Source: an optimization exercise on an open RTL-to-GDS flow (aim: small area, a short achievable clock period and few clock cycles). Production flows keep margins and buffers that such runs may drop. Only simulation tests tie the RTL to the original design; equivalence was not proved.

==> job 4386: inputs <==
Design dwmac_lanes, start of the top module:
module dwmac_lanes (
    input  wire          clk,
    input  wire          rst,
    input  wire          in_valid,
    output wire          in_ready,
    input  wire          in_last,
    input  wire [31:0]   in_src,      
    input  wire [31:0]   in_wt,       
    input  wire [127:0]  in_bias,     
    input  wire [127:0]  in_scale,    
    input  wire [7:0]    in_zp,       
    output reg           out_valid,
    input  wire          out_ready,
    output reg  [31:0]   out_data     
);
==> module dwmac_req, before the edit <==
module dwmac_req (
    input  wire        clk,
    input  wire        rst,
    input  wire        in_v,
    input  wire [1:0]  in_l,
    input  wire [31:0] t,
    input  wire [31:0] scale,
    input  wire [7:0]  zp,
    output wire        out_v,
    output wire [1:0]  out_l,
    output reg  [7:0]  q
);
    wire        st  = t[31];
    wire [31:0] mag = st ? (~t + 32'd1) : t;
    wire [4:0]  lz;
    dwmac_lzc32 u_lzc (.a(mag), .lz(lz));
    wire [31:0] nm  = mag << lz;
    wire        rnd = nm[7] & ((|nm[6:0]) | nm[8]);
    wire        tz     = (t == 32'd0);
    wire        ss     = scale[31];
    wire [7:0]  es     = scale[30:23];
    wire        s_max  = (es == 8'hff);
    wire        s_nan  = s_max && (scale[22:0] != 23'd0);
    wire        s_inf  = s_max && (scale[22:0] == 23'd0);
    wire        s_zero = (es == 8'h00);
    wire [26:0] bx = {2'b01, scale[22:0], 1'b0};
    wire [12:0] b_one, b_two, b_neg;
    genvar gi;
    generate
        for (gi = 0; gi < 13; gi = gi + 1) begin : be
            wire x2 = bx[2*gi+2];
            wire x1 = bx[2*gi+1];
            wire x0 = bx[2*gi];
            assign b_one[gi] = x1 ^ x0;
            assign b_two[gi] = (x2 & ~x1 & ~x0) | (~x2 & x1 & x0);
            assign b_neg[gi] = x2 & ~(x1 & x0);
        end
    endgenerate
    reg  [22:0] a1, b1;
    reg  [12:0] one1, two1, neg1;
    reg         r1;
    reg  [4:0]  lz1;
    reg  [7:0]  es1;
    reg         ps1, zero1, sat1, nan1, v1;
    reg  [1:0]  l1;
    reg  [7:0]  zp1;
    always @(posedge clk) begin
        a1    <= nm[30:8];
        r1    <= rnd;
        b1    <= scale[22:0];
        one1  <= b_one;
        two1  <= b_two;
        neg1  <= b_neg;
        lz1   <= lz;
        es1   <= es;
        ps1   <= st ^ ss;
        nan1  <= s_nan || (s_inf && tz);
        sat1  <= s_inf;
        zero1 <= tz || s_zero;
        zp1   <= zp;
        l1    <= in_l;
        v1    <= in_v && !rst;
    end
    wire [23:0] sa = {1'b1, a1};
    wire [23:0] sb = {1'b1, b1};
    wire [8:0]  e1 = {1'b0, es1} + {4'd0, ~lz1};       
    wire [8:0]  kk = 9'd134 - e1;
    wire [47:0] ps, pc;
    wire [47:0] pw = ps + pc;
    dwmac_mul_tree u_mul (
        .sa  (sa),
        .sb  (sb),
        .r   (r1),
        .one (one1),
        .two (two1),
        .neg (neg1),
        .s   (ps),
        .c   (pc)
    );
    reg  [47:22] p;
    reg         stk;                     
    reg  [3:0]  k2;
    reg         hugeA, hugeB, tinyA, tinyB;
    reg         ps2, zero2, sat2, nan2, v2;
    reg  [1:0]  l2;
    reg  [7:0]  zp2;
    always @(posedge clk) begin
        p     <= pw[47:22];
        stk   <= |pw[21:0];
        k2    <= kk[3:0];
        hugeA <= (e1 >= 9'd135);
        hugeB <= (e1 == 9'd134);
        tinyA <= (e1 < 9'd125);
        tinyB <= (e1 == 9'd125);
        ps2   <= ps1;
        nan2  <= nan1;
        sat2  <= sat1;
        zero2 <= zero1;
        zp2   <= zp1;
        l2    <= l1;
        v2    <= v1 && !rst;
    end
    wire        n     = p[47];
    wire        huge  = hugeA || (hugeB && n);
    wire        tiny  = tinyA || (tinyB && !n);
    wire        lsb24 = n ? p[24] : p[23];
    wire        rb24  = n ? p[23] : p[22];
    wire        stk24 = stk || (n && p[22]);
    wire        inc   = rb24 && (stk24 || lsb24);
    wire [56:0] wp    = {9'd0, p, 22'd0} >> k2;    
    wire [8:0]  ip    = wp[47:39];
    wire        hb    = wp[38];
    reg  [22:0] lm;                           
    integer     j;
    always @(*)
        for (j = 0; j < 23; j = j + 1)
            lm[j] = (j <= 13) || ({1'b0, k2} >= j - 13);
    wire        lnz   = (|(p[46:24] & lm)) || (!n && p[23]);
    wire        lall  = (&(p[46:24] | ~lm)) && (n || p[23]);
    wire        c     = inc && lall;
    wire        rbit  = c ? (hb || ip[0]) : (hb && (lnz || inc || ip[0]));
    wire signed [11:0] v = ps2 ? ($signed({4'd0, zp2}) - $signed({3'd0, ip}) - $signed({11'd0, rbit}))
                               : ($signed({4'd0, zp2}) + $signed({3'd0, ip}) + $signed({11'd0, rbit}));
    always @(*) begin
        if (nan2)
            q = 8'd0;
        else if (sat2)
            q = ps2 ? 8'd0 : 8'd255;
        else if (zero2 || tiny)
            q = zp2;
        else if (huge)
            q = ps2 ? 8'd0 : 8'd255;
        else if (v < 12'sd0)
            q = 8'd0;
        else if (v > 12'sd255)
            q = 8'd255;
        else
            q = v[7:0];
    end
    assign out_v = v2;
    assign out_l = l2;
endmodule
clock: 27.0 ns
lec_check: 0
abc_area: 1
cap_margin: 20
core_margin: 2
core_utilization: 40
slew_margin: 20
standard.sh (not shown) runs the stock make flow with config.mk's settings and CLKGATE_MAP_FILE= SYNTH_SCRIPT=/design/flow/synth_recipe.tcl, a recipe that flattens the netlist after the stock synthesis.
==> flow/flow/run.sh <==
#!/bin/bash
# The standard layout (the standard.sh: standard synthesis, floorplan,
# placement, CTS, routing), with one change: the buffer that ORFS puts on
# every input and output port is a buf_2 cell instead of the cell that
# buffer_ports picks by itself (a clkdlybuf4s50_1 delay buffer, which is
# larger and slower). Every port still gets its buffer.
set -o pipefail
export BUFFER_PORTS_ARGS="-buffer_cell sky130_fd_sc_hd__buf_2"
bash standard.sh 2>&1 | tee standard.log
==> job 7915 (differences from job 4386) <==
--- a/flow/design.v
+++ b/flow/design.v
@@ -66,7 +66,6 @@
     wire [8:0]  e1 = {1'b0, es1} + {4'd0, ~lz1};       
     wire [8:0]  kk = 9'd134 - e1;
     wire [47:0] ps, pc;
-    wire [47:0] pw = ps + pc;
     dwmac_mul_tree u_mul (
         .sa  (sa),
         .sb  (sb),
@@ -77,16 +76,14 @@
         .s   (ps),
         .c   (pc)
     );
-    reg  [47:22] p;
-    reg         stk;                     
+    reg  [47:0] p;
     reg  [3:0]  k2;
     reg         hugeA, hugeB, tinyA, tinyB;
     reg         ps2, zero2, sat2, nan2, v2;
     reg  [1:0]  l2;
     reg  [7:0]  zp2;
     always @(posedge clk) begin
-        p     <= pw[47:22];
-        stk   <= |pw[21:0];
+        p     <= ps + pc;
         k2    <= kk[3:0];
         hugeA <= (e1 >= 9'd135);
         hugeB <= (e1 == 9'd134);
@@ -105,9 +102,9 @@
     wire        tiny  = tinyA || (tinyB && !n);
     wire        lsb24 = n ? p[24] : p[23];
     wire        rb24  = n ? p[23] : p[22];
-    wire        stk24 = stk || (n && p[22]);
+    wire        stk24 = (|p[21:0]) || (n && p[22]);
     wire        inc   = rb24 && (stk24 || lsb24);
-    wire [56:0] wp    = {9'd0, p, 22'd0} >> k2;    
+    wire [56:0] wp    = {9'd0, p} >> k2;      
     wire [8:0]  ip    = wp[47:39];
     wire        hb    = wp[38];
     reg  [22:0] lm;                           
==> flow/run.sh (new file) <==
#!/bin/bash
# synth_recipe.tcl (not shown) runs the flow's synth.tcl, then flattens the netlist and writes it again
# the make line also repeats each setting of config.mk as NAME=value (left out here)
make -C /OpenROAD-flow-scripts/flow DESIGN_CONFIG=/design/flow/config.mk WORK_HOME=/design/flow/orfs CLKGATE_MAP_FILE= SYNTH_SCRIPT=/design/flow/synth_recipe.tcl finish
removed: flow/flow/run.sh
removed: flow/standard.sh
==> run notes <==
Crit path largest cell delay: job 7915 0.68 ns; job 4386 0.90 ns
Mux cell area share after synthesis: job 7915 0.0149%; job 4386 0.0302%
Post-Synth Adder-Cell Area: job 7915 23.3%; job 4386 23.5%
Met2 Usage GRT: job 7915 40.5%; job 4386 38.1%
Highest Clock Rate: job 7915 136 MHz; job 4386 131 MHz
Result of the run: job 7915 no timing/DRC/antenna violations; job 4386 no timing/DRC/antenna violations
Number of gates on the worst path with buffers counted: job 7915 1; job 4386 23
Total of clock buffers placed in the layout: job 7915 129; job 4386 130
Die extent in x: job 7915 414 µm; job 4386 411 µm
Met1 WL: job 7915 85800 µm; job 4386 87000 µm
Vias per std cell: job 7915 5.10; job 4386 5.07
Signal buf overhead: job 7915 5.37%; job 4386 3.14%
1st-iter DRT viols: job 7915 4033; job 4386 4291
Crit Path Class: job 7915 register to output port; job 4386 register to register
Diode insertion count for antenna repair: job 7915 3; job 4386 2
Fraction of the mapped netlist area in compound gates: job 7915 9.81%; job 4386 9.81%
Cell depth of the worst flop-to-flop path: job 7915 21; job 4386 23
Mapped Area: job 7915 67100 µm²; job 4386 66400 µm²
Fraction of area in clock buffers and inverters: job 7915 4.82%; job 4386 4.78%
Worst hold path startpoint: job 7915 u_req.zero1$_DFF_P_; job 4386 u_req.zp1[3]$_DFF_P_
Testbench counts of job 4386, summed over its fixed seeds: cycles 33,211.
Testbench counts of job 7915, summed over its fixed seeds: cycles 33,211.


==> build 20 <==
dwmac_lanes, a different RTL version from the one above (not shown whole).
Settings: LEC_CHECK=0, ABC_AREA=1, CAP_MARGIN=20, CORE_MARGIN=2, CORE_UTILIZATION=40, SLEW_MARGIN=20; clock period 27.0 ns.
==> flow/flow/run.sh <==
#!/bin/bash
# The standard layout (the standard.sh: standard synthesis, floorplan,
# placement, CTS, routing), with one change: the buffer that ORFS puts on
# every input and output port is a buf_2 cell instead of the cell that
# buffer_ports picks by itself (a clkdlybuf4s50_1 delay buffer, which is
# larger and slower). Every port still gets its buffer.
set -o pipefail
export BUFFER_PORTS_ARGS="-buffer_cell sky130_fd_sc_hd__buf_2"
bash standard.sh 2>&1 | tee standard.log
==> inputs of build 35, as changes to build 20 <==
--- a/flow/design.v
+++ b/flow/design.v
@@ -1,15 +1,15 @@
 module dwmac_req (
     input  wire        clk,
     input  wire        rst,
     input  wire        in_v,
     input  wire [1:0]  in_l,
     input  wire [31:0] t,
     input  wire [31:0] scale,
-    input  wire [7:0]  zp,
+    input  wire [7:0]  zp,       
     output wire        out_v,
     output wire [1:0]  out_l,
     output reg  [7:0]  q
 );
     wire        st  = t[31];
     wire [31:0] mag = st ? (~t + 32'd1) : t;
     wire [4:0]  lz;
@@ -32,75 +32,68 @@
             wire x1 = bx[2*gi+1];
             wire x0 = bx[2*gi];
             assign b_one[gi] = x1 ^ x0;
             assign b_two[gi] = (x2 & ~x1 & ~x0) | (~x2 & x1 & x0);
             assign b_neg[gi] = x2 & ~(x1 & x0);
         end
     endgenerate
-    reg  [22:0] a1, b1;
+    reg  [22:0] a1;
+    reg  [23:0] rs1;                     
     reg  [12:0] one1, two1, neg1;
-    reg         r1;
     reg  [4:0]  lz1;
     reg  [7:0]  es1;
     reg         ps1, zero1, sat1, nan1, v1;
     reg  [1:0]  l1;
-    reg  [7:0]  zp1;
     always @(posedge clk) begin
         a1    <= nm[30:8];
-        r1    <= rnd;
-        b1    <= scale[22:0];
+        rs1   <= {1'b1, scale[22:0]} & {24{rnd}};
         one1  <= b_one;
         two1  <= b_two;
         neg1  <= b_neg;
         lz1   <= lz;
         es1   <= es;
         ps1   <= st ^ ss;
         nan1  <= s_nan || (s_inf && tz);
         sat1  <= s_inf;
         zero1 <= tz || s_zero;
-        zp1   <= zp;
         l1    <= in_l;
         v1    <= in_v && !rst;
     end
     wire [23:0] sa = {1'b1, a1};
-    wire [23:0] sb = {1'b1, b1};
     wire [8:0]  e1 = {1'b0, es1} + {4'd0, ~lz1};       
     wire [8:0]  kk = 9'd134 - e1;
     wire [47:0] ps, pc;
     wire [47:0] pw = ps + pc;
     dwmac_mul_tree u_mul (
         .sa  (sa),
-        .sb  (sb),
-        .r   (r1),
+        .rs  (rs1),
         .one (one1),
         .two (two1),
         .neg (neg1),
         .s   (ps),
         .c   (pc)
     );
     reg  [47:22] p;
     reg         stk;                     
     reg  [3:0]  k2;
     reg         hugeA, hugeB, tinyA, tinyB;
     reg         ps2, zero2, sat2, nan2, v2;
     reg  [1:0]  l2;
-    reg  [7:0]  zp2;
     always @(posedge clk) begin
         p     <= pw[47:22];
         stk   <= |pw[21:0];
         k2    <= kk[3:0];
         hugeA <= (e1 >= 9'd135);
         hugeB <= (e1 == 9'd134);
         tinyA <= (e1 < 9'd125);
         tinyB <= (e1 == 9'd125);
         ps2   <= ps1;
         nan2  <= nan1;
         sat2  <= sat1;
         zero2 <= zero1;
-        zp2   <= zp1;
         l2    <= l1;
         v2    <= v1 && !rst;
     end
     wire        n     = p[47];
     wire        huge  = hugeA || (hugeB && n);
     wire        tiny  = tinyA || (tinyB && !n);
     wire        lsb24 = n ? p[24] : p[23];
@@ -115,23 +108,23 @@
     always @(*)
         for (j = 0; j < 23; j = j + 1)
             lm[j] = (j <= 13) || ({1'b0, k2} >= j - 13);
     wire        lnz   = (|(p[46:24] & lm)) || (!n && p[23]);
     wire        lall  = (&(p[46:24] | ~lm)) && (n || p[23]);
     wire        c     = inc && lall;
     wire        rbit  = c ? (hb || ip[0]) : (hb && (lnz || inc || ip[0]));
-    wire signed [11:0] v = ps2 ? ($signed({4'd0, zp2}) - $signed({3'd0, ip}) - $signed({11'd0, rbit}))
-                               : ($signed({4'd0, zp2}) + $signed({3'd0, ip}) + $signed({11'd0, rbit}));
+    wire signed [11:0] v = ps2 ? ($signed({4'd0, zp}) - $signed({3'd0, ip}) - $signed({11'd0, rbit}))
+                               : ($signed({4'd0, zp}) + $signed({3'd0, ip}) + $signed({11'd0, rbit}));
     always @(*) begin
         if (nan2)
             q = 8'd0;
         else if (sat2)
             q = ps2 ? 8'd0 : 8'd255;
         else if (zero2 || tiny)
-            q = zp2;
+            q = zp;
         else if (huge)
             q = ps2 ? 8'd0 : 8'd255;
         else if (v < 12'sd0)
             q = 8'd0;
         else if (v > 12'sd255)
             q = 8'd255;
         else
@@ -168,16 +161,15 @@
         end
     endgenerate
     wire zh4 = &z0[15:8];
     assign lz = zh4 ? {1'b1, l3[0].c} : {1'b0, l3[1].c};
 endmodule
 module dwmac_mul_tree (
     input  wire [23:0] sa,
-    input  wire [23:0] sb,
-    input  wire        r,
+    input  wire [23:0] rs,
     input  wire [12:0] one,
     input  wire [12:0] two,
     input  wire [12:0] neg,
     output wire [47:0] s,
     output wire [47:0] c
 );
     wire [24:0] m0 = ({1'b0, sa} & {25{one[0]}}) | ({sa, 1'b0} & {25{two[0]}});
@@ -203,48 +195,48 @@
     wire [24:0] m10 = ({1'b0, sa} & {25{one[10]}}) | ({sa, 1'b0} & {25{two[10]}});
     wire [24:0] b10 = m10 ^ {25{neg[10]}};
     wire [24:0] m11 = ({1'b0, sa} & {25{one[11]}}) | ({sa, 1'b0} & {25{two[11]}});
     wire [24:0] b11 = m11 ^ {25{neg[11]}};
     wire [24:0] m12 = ({1'b0, sa} & {25{one[12]}}) | ({sa, 1'b0} & {25{two[12]}});
     wire [24:0] b12 = m12 ^ {25{neg[12]}};
     wire t1, t2, t3, t4, t5, t6, t7, t8, t9, t10, t11, t12, t13, t14, t15, t16, t17, t18, t19, t20, t21, t22, t23, t24, t25, t26, t27, t28, t29, t30, t31, t32, t33, t34, t35, t36, t37, t38, t39, t40, t41, t42, t43, t44, t45, t46, t47, t48, t49, t50, t51, t52, t53, t54, t55, t56, t57, t58, t59, t60, t61, t62, t63, t64, t65, t66, t67, t68, t69, t70, t71, t72, t73, t74, t75, t76, t77, t78, t79, t80, t81, t82, t83, t84, t85, t86, t87, t88, t89, t90, t91, t92, t93, t94, t95, t96, t97, t98, t99, t100, t101, t102, t103, t104, t105, t106, t107, t108, t109, t110, t111, t112, t113, t114, t115, t116, t117, t118, t119, t120, t121, t122, t123, t124, t125, t126, t127, t128, t129, t130, t131, t132, t133, t134, t135, t136, t137, t138, t139, t140, t141, t142, t143, t144, t145, t146, t147, t148, t149, t150, t151, t152, t153, t154, t155, t156, t157, t158, t159, t160, t161, t162, t163, t164, t165, t166, t167, t168, t169, t170, t171, t172, t173, t174, t175, t176, t177, t178, t179, t180, t181, t182, t183, t184, t185, t186, t187, t188, t189, t190, t191, t192, t193, t194, t195, t196, t197, t198, t199, t200, t201, t202, t203, t204, t205, t206, t207, t208, t209, t210, t211, t212, t213, t214, t215, t216, t217, t218, t219, t220, t221, t222, t223, t224, t225, t226, t227, t228, t229, t230, t231, t232, t233, t234, t235, t236, t237, t238, t239, t240, t241, t242, t243, t244, t245, t246, t247, t248, t249, t250, t251, t252, t253, t254, t255, t256, t257, t258, t259, t260, t261, t262, t263, t264, t265, t266, t267, t268, t269, t270, t271, t272, t273, t274, t275, t276, t277, t278, t279, t280, t281, t282, t283, t284, t285, t286, t287, t288, t289, t290, t291, t292, t293, t294, t295, t296, t297, t298, t299, t300, t301, t302, t303, t304, t305, t306, t307, t308, t309, t310, t311, t312, t313, t314, t315, t316, t317, t318, t319, t320, t321, t322, t323, t324, t325, t326, t327, t328, t329, t330, t331, t332, t333, t334, t335, t336, t337, t338, t339, t340, t341, t342, t343, t344, t345, t346, t347, t348, t349, t350, t351, t352, t353, t354, t355, t356, t357, t358, t359, t360, t361, t362, t363, t364, t365, t366, t367, t368, t369, t370, t371, t372, t373, t374, t375, t376, t377, t378, t379, t380, t381, t382, t383, t384, t385, t386, t387, t388, t389, t390, t391, t392, t393, t394, t395, t396, t397, t398, t399, t400, t401, t402, t403, t404, t405, t406, t407, t408, t409, t410, t411, t412, t413, t414, t415, t416, t417, t418, t419, t420, t421, t422, t423, t424, t425, t426, t427, t428, t429, t430, t431, t432, t433, t434, t435, t436, t437, t438, t439, t440, t441, t442, t443, t444, t445, t446, t447, t448, t449, t450, t451, t452, t453, t454, t455, t456, t457, t458, t459, t460, t461, t462, t463, t464, t465, t466, t467, t468, t469, t470, t471, t472, t473, t474, t475, t476, t477, t478, t479, t480, t481, t482, t483, t484, t485, t486, t487, t488, t489, t490, t491, t492, t493, t494, t495, t496, t497, t498, t499, t500, t501, t502, t503, t504, t505, t506, t507, t508, t509, t510, t511, t512, t513, t514, t515, t516, t517, t518, t519, t520, t521, t522, t523, t524, t525, t526, t527, t528, t529, t530, t531, t532, t533, t534, t535, t536, t537, t538, t539, t540, t541, t542, t543, t544, t545, t546, t547, t548, t549, t550, t551, t552, t553, t554, t555, t556, t557, t558, t559, t560, t561, t562, t563, t564, t565, t566, t567, t568, t569, t570, t571, t572, t573, t574, t575, t576, t577, t578, t579, t580, t581, t582, t583, t584, t585, t586, t587, t588, t589, t590, t591, t592, t593, t594, t595, t596, t597, t598, t599, t600, t601, t602, t603, t604, t605, t606, t607, t608, t609, t610, t611, t612, t613, t614, t615, t616, t617, t618, t619, t620, t621, t622, t623, t624, t625, t626, t627, t628, t629, t630, t631, t632, t633, t634, t635, t636, t637, t638, t639, t640, t641, t642, t643, t644, t645, t646;
-    assign t1 = neg[11] ^ (sb[22] & r);
-    assign t2 = neg[11] & (sb[22] & r);
-    assign t3 = (sb[23] & r) ^ b0[23];
-    assign t4 = (sb[23] & r) & b0[23];
+    assign t1 = neg[11] ^ rs[22];
+    assign t2 = neg[11] & rs[22];
+    assign t3 = rs[23] ^ b0[23];
+    assign t4 = rs[23] & b0[23];
     assign t5 = b0[24] ^ b1[22];
     assign t6 = b0[24] & b1[22];
     assign t7 = ~(~neg[0] ^ b1[23]);
     assign t8 = ~neg[0] | b1[23];
     assign t9 = ~b1[24];
     assign t10 = b1[24];
-    assign t11 = neg[7] ^ (sb[14] & r);
-    assign t12 = neg[7] & (sb[14] & r);
-    assign t13 = (sb[15] & r) ^ b0[15];
-    assign t14 = (sb[15] & r) & b0[15];
-    assign {t16, t15} = {1'b0, neg[8]} + {1'b0, (sb[16] & r)} + {1'b0, b0[16]};
+    assign t11 = neg[7] ^ rs[14];
+    assign t12 = neg[7] & rs[14];
+    assign t13 = rs[15] ^ b0[15];
+    assign t14 = rs[15] & b0[15];
+    assign {t16, t15} = {1'b0, neg[8]} + {1'b0, rs[16]} + {1'b0, b0[16]};
     assign t17 = b1[14] ^ b2[12];
     assign t18 = b1[14] & b2[12];
-    assign {t20, t19} = {1'b0, (sb[17] & r)} + {1'b0, b0[17]} + {1'b0, b1[15]};
+    assign {t20, t19} = {1'b0, rs[17]} + {1'b0, b0[17]} + {1'b0, b1[15]};
     assign t21 = b2[13] ^ b3[11];
     assign t22 = b2[13] & b3[11];
-    assign {t24, t23} = {1'b0, neg[9]} + {1'b0, (sb[18] & r)} + {1'b0, b0[18]};
+    assign {t24, t23} = {1'b0, neg[9]} + {1'b0, rs[18]} + {1'b0, b0[18]};
     assign {t26, t25} = {1'b0, b1[16]} + {1'b0, b2[14]} + {1'b0, b3[12]};
     assign t27 = b4[10] ^ b5[8];
     assign t28 = b4[10] & b5[8];
-    assign {t30, t29} = {1'b0, (sb[19] & r)} + {1'b0, b0[19]} + {1'b0, b1[17]};
+    assign {t30, t29} = {1'b0, rs[19]} + {1'b0, b0[19]} + {1'b0, b1[17]};
     assign {t32, t31} = {1'b0, b2[15]} + {1'b0, b3[13]} + {1'b0, b4[11]};
     assign t33 = b5[9] ^ b6[7];
     assign t34 = b5[9] & b6[7];
-    assign {t36, t35} = {1'b0, neg[10]} + {1'b0, (sb[20] & r)} + {1'b0, b0[20]};
+    assign {t36, t35} = {1'b0, neg[10]} + {1'b0, rs[20]} + {1'b0, b0[20]};
     assign {t38, t37} = {1'b0, b1[18]} + {1'b0, b2[16]} + {1'b0, b3[14]};
     assign {t40, t39} = {1'b0, b4[12]} + {1'b0, b5[10]} + {1'b0, b6[8]};
     assign t41 = b7[6] ^ b8[4];
     assign t42 = b7[6] & b8[4];
-    assign {t44, t43} = {1'b0, (sb[21] & r)} + {1'b0, b0[21]} + {1'b0, b1[19]};
+    assign {t44, t43} = {1'b0, rs[21]} + {1'b0, b0[21]} + {1'b0, b1[19]};
     assign {t46, t45} = {1'b0, b2[17]} + {1'b0, b3[15]} + {1'b0, b4[13]};
     assign {t48, t47} = {1'b0, b5[11]} + {1'b0, b6[9]} + {1'b0, b7[7]};
     assign t49 = b8[5] ^ b9[3];
     assign t50 = b8[5] & b9[3];
     assign {t52, t51} = {1'b0, t1} + {1'b0, b0[22]} + {1'b0, b1[20]};
     assign {t54, t53} = {1'b0, b2[18]} + {1'b0, b3[16]} + {1'b0, b4[14]};
     assign {t56, t55} = {1'b0, b5[12]} + {1'b0, b6[10]} + {1'b0, b7[8]};
@@ -288,29 +280,29 @@
     assign t123 = ~(b4[24] ^ b5[22]);
     assign t124 = b4[24] | b5[22];
     assign t125 = b6[20] ^ b7[18];
     assign t126 = b6[20] & b7[18];
     assign {t128, t127} = {1'b0, ~neg[4]} + {1'b0, b5[23]} + {1'b0, b6[21]};
     assign t129 = ~b5[24];
     assign t130 = b5[24];
-    assign t131 = neg[4] ^ (sb[8] & r);
-    assign t132 = neg[4] & (sb[8] & r);
-    assign t133 = (sb[9] & r) ^ b0[9];
-    assign t134 = (sb[9] & r) & b0[9];
-    assign {t136, t135} = {1'b0, neg[5]} + {1'b0, (sb[10] & r)} + {1'b0, b0[10]};
+    assign t131 = neg[4] ^ rs[8];
+    assign t132 = neg[4] & rs[8];
+    assign t133 = rs[9] ^ b0[9];
+    assign t134 = rs[9] & b0[9];
+    assign {t136, t135} = {1'b0, neg[5]} + {1'b0, rs[10]} + {1'b0, b0[10]};
     assign t137 = b1[8] ^ b2[6];
     assign t138 = b1[8] & b2[6];
-    assign {t140, t139} = {1'b0, (sb[11] & r)} + {1'b0, b0[11]} + {1'b0, b1[9]};
+    assign {t140, t139} = {1'b0, rs[11]} + {1'b0, b0[11]} + {1'b0, b1[9]};
     assign t141 = b2[7] ^ b3[5];
     assign t142 = b2[7] & b3[5];
-    assign {t144, t143} = {1'b0, neg[6]} + {1'b0, (sb[12] & r)} + {1'b0, b0[12]};
+    assign {t144, t143} = {1'b0, neg[6]} + {1'b0, rs[12]} + {1'b0, b0[12]};
     assign {t146, t145} = {1'b0, b1[10]} + {1'b0, b2[8]} + {1'b0, b3[6]};
     assign t147 = b4[4] ^ b5[2];
     assign t148 = b4[4] & b5[2];
-    assign {t150, t149} = {1'b0, (sb[13] & r)} + {1'b0, b0[13]} + {1'b0, b1[11]};
+    assign {t150, t149} = {1'b0, rs[13]} + {1'b0, b0[13]} + {1'b0, b1[11]};
     assign {t152, t151} = {1'b0, b2[9]} + {1'b0, b3[7]} + {1'b0, b4[5]};
     assign t153 = b5[3] ^ b6[1];
     assign t154 = b5[3] & b6[1];
     assign {t156, t155} = {1'b0, t11} + {1'b0, b0[14]} + {1'b0, b1[12]};
     assign {t158, t157} = {1'b0, b2[10]} + {1'b0, b3[8]} + {1'b0, b4[6]};
     assign {t160, t159} = {1'b0, b5[4]} + {1'b0, b6[2]} + {1'b0, b7[0]};
     assign {t162, t161} = {1'b0, t12} + {1'b0, b1[13]} + {1'b0, b2[11]};
@@ -386,22 +378,22 @@
     assign t297 = ~(b7[24] ^ b8[22]);
     assign t298 = b7[24] | b8[22];
     assign t299 = b9[20] ^ b10[18];
     assign t300 = b9[20] & b10[18];
     assign {t302, t301} = {1'b0, ~neg[7]} + {1'b0, b8[23]} + {1'b0, b9[21]};
     assign t303 = ~b8[24];
     assign t304 = b8[24];
-    assign t305 = neg[2] ^ (sb[4] & r);
-    assign t306 = neg[2] & (sb[4] & r);
-    assign t307 = (sb[5] & r) ^ b0[5];
-    assign t308 = (sb[5] & r) & b0[5];
-    assign {t310, t309} = {1'b0, neg[3]} + {1'b0, (sb[6] & r)} + {1'b0, b0[6]};
+    assign t305 = neg[2] ^ rs[4];
+    assign t306 = neg[2] & rs[4];
+    assign t307 = rs[5] ^ b0[5];
+    assign t308 = rs[5] & b0[5];
+    assign {t310, t309} = {1'b0, neg[3]} + {1'b0, rs[6]} + {1'b0, b0[6]};
     assign t311 = b1[4] ^ b2[2];
     assign t312 = b1[4] & b2[2];
-    assign {t314, t313} = {1'b0, (sb[7] & r)} + {1'b0, b0[7]} + {1'b0, b1[5]};
+    assign {t314, t313} = {1'b0, rs[7]} + {1'b0, b0[7]} + {1'b0, b1[5]};
     assign t315 = b2[3] ^ b3[1];
     assign t316 = b2[3] & b3[1];
     assign {t318, t317} = {1'b0, t131} + {1'b0, b0[8]} + {1'b0, b1[6]};
     assign {t320, t319} = {1'b0, b2[4]} + {1'b0, b3[2]} + {1'b0, b4[0]};
     assign {t322, t321} = {1'b0, t132} + {1'b0, b1[7]} + {1'b0, b2[5]};
     assign {t324, t323} = {1'b0, b3[3]} + {1'b0, b4[1]} + {1'b0, t133};
     assign {t326, t325} = {1'b0, b3[4]} + {1'b0, b4[2]} + {1'b0, b5[0]};
@@ -471,18 +463,18 @@
     assign t453 = ~(b9[24] ^ b10[22]);
     assign t454 = b9[24] | b10[22];
     assign t455 = b11[20] ^ b12[18];
     assign t456 = b11[20] & b12[18];
     assign {t458, t457} = {1'b0, ~neg[9]} + {1'b0, b10[23]} + {1'b0, b11[21]};
     assign t459 = ~b10[24];
     assign t460 = b10[24];
-    assign t461 = neg[1] ^ (sb[2] & r);
-    assign t462 = neg[1] & (sb[2] & r);
-    assign t463 = (sb[3] & r) ^ b0[3];
-    assign t464 = (sb[3] & r) & b0[3];
+    assign t461 = neg[1] ^ rs[2];
+    assign t462 = neg[1] & rs[2];
+    assign t463 = rs[3] ^ b0[3];
+    assign t464 = rs[3] & b0[3];
     assign {t466, t465} = {1'b0, t305} + {1'b0, b0[4]} + {1'b0, b1[2]};
     assign {t468, t467} = {1'b0, t306} + {1'b0, b1[3]} + {1'b0, b2[1]};
     assign {t470, t469} = {1'b0, b3[0]} + {1'b0, t308} + {1'b0, t311};
     assign {t472, t471} = {1'b0, t312} + {1'b0, t315} + {1'b0, t310};
     assign {t474, t473} = {1'b0, t316} + {1'b0, t314} + {1'b0, t317};
     assign {t476, t475} = {1'b0, t318} + {1'b0, t320} + {1'b0, t321};
     assign {t478, t477} = {1'b0, t322} + {1'b0, t325} + {1'b0, t324};
@@ -519,18 +511,18 @@
     assign {t540, t539} = {1'b0, t446} + {1'b0, t449} + {1'b0, t451};
     assign {t542, t541} = {1'b0, t455} + {1'b0, t450} + {1'b0, t453};
     assign {t544, t543} = {1'b0, b12[19]} + {1'b0, t456} + {1'b0, t454};
     assign {t546, t545} = {1'b0, b11[22]} + {1'b0, b12[20]} + {1'b0, t459};
     assign {t548, t547} = {1'b0, ~neg[10]} + {1'b0, b11[23]} + {1'b0, b12[21]};
     assign t549 = ~b11[24];
     assign t550 = b11[24];
-    assign t551 = neg[0] ^ (sb[0] & r);
-    assign t552 = neg[0] & (sb[0] & r);
-    assign t553 = (sb[1] & r) ^ b0[1];
-    assign t554 = (sb[1] & r) & b0[1];
+    assign t551 = neg[0] ^ rs[0];
+    assign t552 = neg[0] & rs[0];
+    assign t553 = rs[1] ^ b0[1];
+    assign t554 = rs[1] & b0[1];
     assign {t556, t555} = {1'b0, t461} + {1'b0, b0[2]} + {1'b0, b1[0]};
     assign {t558, t557} = {1'b0, t462} + {1'b0, b1[1]} + {1'b0, t463};
     assign {t560, t559} = {1'b0, b2[0]} + {1'b0, t464} + {1'b0, t465};
     assign {t562, t561} = {1'b0, t307} + {1'b0, t466} + {1'b0, t467};
     assign {t564, t563} = {1'b0, t468} + {1'b0, t309} + {1'b0, t469};
     assign {t566, t565} = {1'b0, t313} + {1'b0, t470} + {1'b0, t471};
     assign {t568, t567} = {1'b0, t319} + {1'b0, t472} + {1'b0, t473};
@@ -633,21 +625,24 @@
             lane   <= lane_n;
         end
     end
     reg  [31:0] x_src;
     reg  [31:0] x_wt;
     reg  [7:0]  x_zp;
     reg  [7:0]  a_zp;
+    reg  [7:0]  q_zp;        
     always @(posedge clk) begin
         x_src <= in_src & {32{fire}};
         x_wt  <= in_wt;
         if (!hold)
             x_zp <= in_zp;
         if (move)
             a_zp <= x_zp;
+        if (start)
+            q_zp <= a_zp;
     end
     reg  [31:0] acc   [0:W-1];
     reg  [31:0] x_b   [0:W-1];       
     reg  [31:0] x_sc  [0:W-1];
     reg  [31:0] a_t   [0:W-1];
     reg  [31:0] a_sc  [0:W-1];
     genvar g;
@@ -685,15 +680,15 @@
     dwmac_req u_req (
         .clk   (clk),
         .rst   (rst),
         .in_v  (issue),
         .in_l  (lane),
         .t     (a_t[lane]),
         .scale (a_sc[lane]),
-        .zp    (a_zp),
+        .zp    (q_zp),
         .out_v (q_v),
         .out_l (q_l),
         .q     (q)
     );
     always @(posedge clk) begin
         if (rst) begin
             inflight  <= 1'b0;
==> comparison <==
- Build 35 went through all stages and came out clean. Build 20 passed the timing, design-rule and antenna checks.
- In synthesized area, build 20 and build 35 hardly differ.
- Between build 20 and build 35, the lower setup slack is in build 35 (gap 0.45 ns).
- Synthesized cell count is about the same in build 35 and build 20.
- Non-clock buffer count: build 35 is higher than build 20 (14).
- Against build 35, the hold slack of build 20 is lower by 0.028 ns.
- In build 20 the clock-buffer cell count is higher than in build 35, by 5.
- Between build 35 and build 20, the lower maximum frequency is in build 35 (gap 6.3%, measured against build 20).
- Critical path depth: build 35 is higher than build 20 (1).
Testbench counts of build 20, summed over its fixed seeds: cycles 33,211.
Testbench counts of build 35, summed over its fixed seeds: cycles 33,211.

[re-timing with driven ports]
How much do the figures lean on ideal ports? The routed layouts below were timed once more, with nothing changed but the port constraints. Step 1 (the two cells are an assumption about what drives the block):
set clk [get_ports {clk}]
set_driving_cell -lib_cell sky130_fd_sc_hd__clkbuf_16 $clk
set_driving_cell -lib_cell sky130_fd_sc_hd__buf_2 [delete_from_list [all_inputs] $clk]
Step 2 times the ports against the registers' clock, not the clock port: input delays grow and output delays shrink by t, the midpoint of the rising clock arrivals with the driver on. a / b / c = ideal ports / drivers / drivers and shift; a / b = the first two.
run	t (ns)	setup slack, ns	worst register clock-pin slew, ns
job 4386	0.844	19.344 / 19.344 / 19.344	0.07 / 0.07
job 7915	0.822	19.653 / 19.572 / 19.830	0.08 / 0.08
build 20	0.802	20.281 / 20.230 / 20.039	0.07 / 0.07
build 35	0.797	19.831 / 19.831 / 19.831	0.07 / 0.07
After both steps every run listed still meets setup and hold. For build 20, which loses most, drivers alone change the setup slack by -0.051 ns; drivers and shift together by -0.242 ns.
